Source: an optimization exercise on an open RTL-to-GDS flow (aim: small area). Production flows keep margins and buffers that such runs may drop. Function was checked by simulation only, so behaviour that the tests miss may differ from the original. No activity file was given, so power comes from the tool's default toggle rates.

Setup of lane 1:
Design pt6964_engine, start of the top module:
module pt6964_engine (
    input  wire        clk,
    input  wire        rst,
    input  wire [15:0] req,
    input  wire        req_valid,
    output wire        req_ready,
    output wire        rsp_valid,
    output wire [1:0]  rsp_status,
    output wire [15:0] rsp_data,
    output wire [3:0]  cs_n,
    output reg         sclk,
    output reg         mosi,
    input  wire        miso,
    input  wire [2:0]  obs_sel,
    output reg  [15:0] obs_data
);
clock: 10.0 ns
lec_check: 0
abc_area: 1
cap_margin: 20
core_margin: 2
core_utilization: 60
slew_margin: 20
standard.sh (not shown) runs the stock make flow with config.mk's settings and CLKGATE_MAP_FILE= SYNTH_SCRIPT=/design/flow/synth_recipe.tcl, a recipe that flattens the netlist after the stock synthesis.
==> flow/flow/run.sh <==
#!/bin/bash
# Layout flow: the standard ORFS flow (standard.sh) with
#  - synthesis mapping the combinational logic with an area-oriented ABC
#    script (flow/abc_min.script); registers are mapped as in standard synthesis
#  - sky130_fd_sc_hd__buf_1 as the port buffer on every input and output
#  - CTS with small clock buffers and no dummy loads
set -euo pipefail
W=$(pwd)
export FLOW_WORK=$W
sed "s|SYNTH_SCRIPT=[^ ]*|SYNTH_SCRIPT=$W/flow/synth_wrap.tcl|" standard.sh > std_custom.sh
export BUFFER_PORTS_ARGS="-buffer_cell sky130_fd_sc_hd__buf_1"
export CTS_ARGS="${CTS_ARGS_OVERRIDE:--sink_clustering_enable -repair_clock_nets -dont_use_dummy_load -sink_clustering_size 6 -buf_list sky130_fd_sc_hd__clkbuf_4}"
bash std_custom.sh > flow_make.log 2>&1
==> flow/flow/abc_min.script <==
strash
&get -n
&deepsyn -T 40
&put
dch -f
map -a
topo
==> flow/flow/synth_wrap.tcl <==
proc abc {args} {
  set out {}
  set skip 0
  foreach a $args {
    if {$skip} { set skip 0; continue }
    if {$a eq "-script"} {
      lappend out -script $::env(FLOW_WORK)/flow/abc_min.script
      set skip 1
      continue
    }
    lappend out $a
  }
  yosys abc {*}$out
}
source $::env(FLOW_WORK)/synth_recipe.tcl
The inputs of lane 2 differ from those of lane 1 as listed below.
diff --git a/flow/flow/run.sh b/flow/flow/run.sh
--- a/flow/flow/run.sh
+++ b/flow/flow/run.sh
@@ -12 +12 @@
-export CTS_ARGS="${CTS_ARGS_OVERRIDE:--sink_clustering_enable -repair_clock_nets -dont_use_dummy_load -sink_clustering_size 6 -buf_list sky130_fd_sc_hd__clkbuf_4}"
+export CTS_ARGS="${CTS_ARGS_OVERRIDE:--sink_clustering_enable -repair_clock_nets -dont_use_dummy_load -buf_list sky130_fd_sc_hd__clkbuf_8}"
[summary]
Lane 2 — post-synthesis average cell area about 0.8% higher, lane 1 as reference
Cell area is higher on lane 2
Of lane 2 and lane 1, it is lane 2 that has the lower iteration-0 DRC count of the detailed router.
Lane 2 vs lane 1 on switching power share of the total: lane 2 is the lower one.
Looking at power, lane 2 sits about 3% higher than lane 1 does.
Taking lane 1 as the reference, in lane 2 number of buffers other than clock buffers in the final layout up 1; setup slack at placement rose by 0.18 ns; number of cells after detailed placement decreased 5.

========
pt6964_engine, a different RTL version from the one above (not shown whole).
Size in the first run: roughly 360 cells after synthesis, roughly 63 flip-flops, roughly 3100 sq um of cells after synthesis.
clock: 10.0 ns
lec_check: 0
abc_area: 1
cap_margin: 20
core_margin: 2
core_utilization: 60
slew_margin: 20
==> flow/flow/run.sh <==
#!/bin/bash
# Layout flow: the standard ORFS flow (standard.sh) with
#  - synthesis mapping the combinational logic with an area-oriented ABC
#    script (flow/abc_min.script); registers are mapped as in standard synthesis
#  - sky130_fd_sc_hd__buf_1 as the port buffer on every input and output
#  - CTS with small clock buffers and no dummy loads
set -euo pipefail
W=$(pwd)
export FLOW_WORK=$W
sed "s|SYNTH_SCRIPT=[^ ]*|SYNTH_SCRIPT=$W/flow/synth_wrap.tcl|" standard.sh > std_custom.sh
export BUFFER_PORTS_ARGS="-buffer_cell sky130_fd_sc_hd__buf_1"
export CTS_ARGS="-sink_clustering_enable -repair_clock_nets -dont_use_dummy_load -sink_clustering_size 6 -sink_clustering_max_diameter 40 -buf_list {sky130_fd_sc_hd__clkbuf_4 sky130_fd_sc_hd__clkbuf_8}"
bash std_custom.sh > flow_make.log 2>&1
==> flow/flow/abc_s1.script <==
strash
&get -n
&deepsyn -T 25 -S 1
&put
&get -n
&nf -p -R 1000
&put
==> flow/flow/abc_s2.script <==
strash
&get -n
&deepsyn -T 25 -S 2
&put
&get -n
&nf -p -R 1000
&put
==> flow/flow/abc_s3.script <==
strash
&get -n
&deepsyn -T 25 -S 3
&put
&get -n
&nf -p -R 1000
&put
==> flow/flow/abc_s4.script <==
strash
&get -n
&deepsyn -T 25 -S 4
&put
&get -n
&nf -p -R 1000
&put
==> flow/flow/synth_wrap.tcl <==
proc abc {args} {
  set rest {}
  set lib ""
  set skip 0
  set prev ""
  foreach a $args {
    if {$skip} { set skip 0; continue }
    if {$a eq "-script"} { set skip 1; continue }
    if {$prev eq "-liberty" && $lib eq ""} { set lib $a }
    lappend rest $a
    set prev $a
  }
  design -save abc_pre
  set best_area 1e18
  set best_script ""
  foreach sc [lsort [glob $::env(FLOW_WORK)/flow/abc_s*.script]] {
    design -load abc_pre
    yosys abc -script $sc {*}$rest
    set rpt [tee -q -s result.string stat -liberty $lib]
    if {[regexp {Chip area for module[^:]*:\s*([0-9.]+)} $rpt -> area]} {
      puts "abc script $sc: area $area"
      if {$area < $best_area} {
        set best_area $area
        set best_script $sc
        design -save abc_best
      }
    }
  }
  puts "abc: kept $best_script (area $best_area)"
  design -load abc_best
}
source $::env(FLOW_WORK)/synth_recipe.tcl
Edit:
--- a/flow/flow/run.sh
+++ b/flow/flow/run.sh
@@ -10,4 +10,4 @@
 sed "s|SYNTH_SCRIPT=[^ ]*|SYNTH_SCRIPT=$W/flow/synth_wrap.tcl|" standard.sh > std_custom.sh
 export BUFFER_PORTS_ARGS="-buffer_cell sky130_fd_sc_hd__buf_1"
-export CTS_ARGS="-sink_clustering_enable -repair_clock_nets -dont_use_dummy_load -sink_clustering_size 6 -sink_clustering_max_diameter 40 -buf_list {sky130_fd_sc_hd__clkbuf_4 sky130_fd_sc_hd__clkbuf_8}"
+export CTS_ARGS="-sink_clustering_enable -repair_clock_nets -dont_use_dummy_load -buf_list sky130_fd_sc_hd__clkbuf_8"
 bash std_custom.sh > flow_make.log 2>&1
==> flow/flow/abc_s1a.script (new file) <==
strash
&get -n
&deepsyn -J 200 -T 600 -S 1
&put
&get -n
&nf -p -R 1000
&put
==> flow/flow/abc_s1b.script (new file) <==
strash
&get -n
&deepsyn -J 200 -T 600 -S 1
&put
dch -f
map -a
topo
==> flow/flow/abc_s2a.script (new file) <==
strash
&get -n
&deepsyn -J 200 -T 600 -S 2
&put
&get -n
&nf -p -R 1000
&put
==> flow/flow/abc_s2b.script (new file) <==
strash
&get -n
&deepsyn -J 200 -T 600 -S 2
&put
dch -f
map -a
topo
==> flow/flow/abc_s3a.script (new file) <==
strash
&get -n
&deepsyn -J 200 -T 600 -S 3
&put
&get -n
&nf -p -R 1000
&put
==> flow/flow/abc_s3b.script (new file) <==
strash
&get -n
&deepsyn -J 200 -T 600 -S 3
&put
dch -f
map -a
topo
==> flow/flow/abc_s4a.script (new file) <==
strash
&get -n
&deepsyn -J 200 -T 600 -S 4
&put
&get -n
&nf -p -R 1000
&put
==> flow/flow/abc_s4b.script (new file) <==
strash
&get -n
&deepsyn -J 200 -T 600 -S 4
&put
dch -f
map -a
topo
removed: flow/flow/abc_s1.script
removed: flow/flow/abc_s2.script
removed: flow/flow/abc_s3.script
removed: flow/flow/abc_s4.script
The new run went through all stages and came out clean.
Via count increases by 0.44%.
Final area fell by about 2%.
Final cell count drops by 4.0%.
Count of clock-buffer cells in the layout stays the same.
Critical path depth goes up by 1.
Maximum frequency shrinks by about 4%.
Edit:
--- a/flow/flow/run.sh
+++ b/flow/flow/run.sh
@@ -10,4 +10,4 @@
 sed "s|SYNTH_SCRIPT=[^ ]*|SYNTH_SCRIPT=$W/flow/synth_wrap.tcl|" standard.sh > std_custom.sh
 export BUFFER_PORTS_ARGS="-buffer_cell sky130_fd_sc_hd__buf_1"
-export CTS_ARGS="-sink_clustering_enable -repair_clock_nets -dont_use_dummy_load -buf_list sky130_fd_sc_hd__clkbuf_8"
+export CTS_ARGS="${CTS_ARGS_OVERRIDE:--sink_clustering_enable -repair_clock_nets -dont_use_dummy_load -buf_list sky130_fd_sc_hd__clkbuf_8}"
 bash std_custom.sh > flow_make.log 2>&1
==> flow/flow/abc_s1.script (new file) <==
strash
&get -n
&deepsyn -T 25 -S 1
&put
&get -n
&nf -p -R 1000
&put
==> flow/flow/abc_s2.script (new file) <==
strash
&get -n
&deepsyn -T 25 -S 2
&put
&get -n
&nf -p -R 1000
&put
==> flow/flow/abc_s3.script (new file) <==
strash
&get -n
&deepsyn -T 25 -S 3
&put
&get -n
&nf -p -R 1000
&put
==> flow/flow/abc_s4.script (new file) <==
strash
&get -n
&deepsyn -T 25 -S 4
&put
&get -n
&nf -p -R 1000
&put
removed: flow/flow/abc_s1a.script
removed: flow/flow/abc_s1b.script
removed: flow/flow/abc_s2a.script
removed: flow/flow/abc_s2b.script
removed: flow/flow/abc_s3a.script
removed: flow/flow/abc_s3b.script
removed: flow/flow/abc_s4a.script
removed: flow/flow/abc_s4b.script
Setup slack is worse by 32 ps.
Power climbs by 36%.
Utilization drops by 0.38 points.
Routed wire length drops by 5.4%.
Design area barely changes.
Combinational power rose by 130%.

## re-timing with driven ports
In the flow no input, the clock included, has a driving cell. The finished layouts below were timed again as built, in two steps. Step 1: set_driving_cell puts a clkbuf_16 on clk and a buf_2 on each other input, an assumption about the parent block. Step 2, shift: input delay + t, output delay - t, t = (earliest + latest rising clock arrival at the registers) / 2. This alone moves slack from input paths to output paths. a / b / c = no drivers / after step 1 / after step 2; a / b = the first two.
run	t (ns)	setup slack, ns	hold slack, ns	worst setup path after step 2	slew at the worst register clock pin (ns)
lane 1	0.428	4.396 / 4.374 / 4.374	0.468 / 0.468 / 0.468	input to output	0.12 / 0.12
lane 2	0.356	4.596 / 4.566 / 4.566	0.457 / 0.457 / 0.457	input to output	0.07 / 0.07
the first run of note 2	0.368	4.540 / 4.512 / 4.512	0.486 / 0.486 / 0.486	input to output	0.08 / 0.08
the second run of note 2	0.361	4.317 / 4.289 / 4.289	0.462 / 0.462 / 0.462	input to output	0.07 / 0.07
the third run of note 2	0.360	4.284 / 4.258 / 4.258	0.472 / 0.472 / 0.472	input to output	0.08 / 0.08
After both steps setup and hold are still met in every run listed. The setup slack of lane 2, which loses most, moves by -0.030 ns with the drivers and by -0.030 ns with both steps.
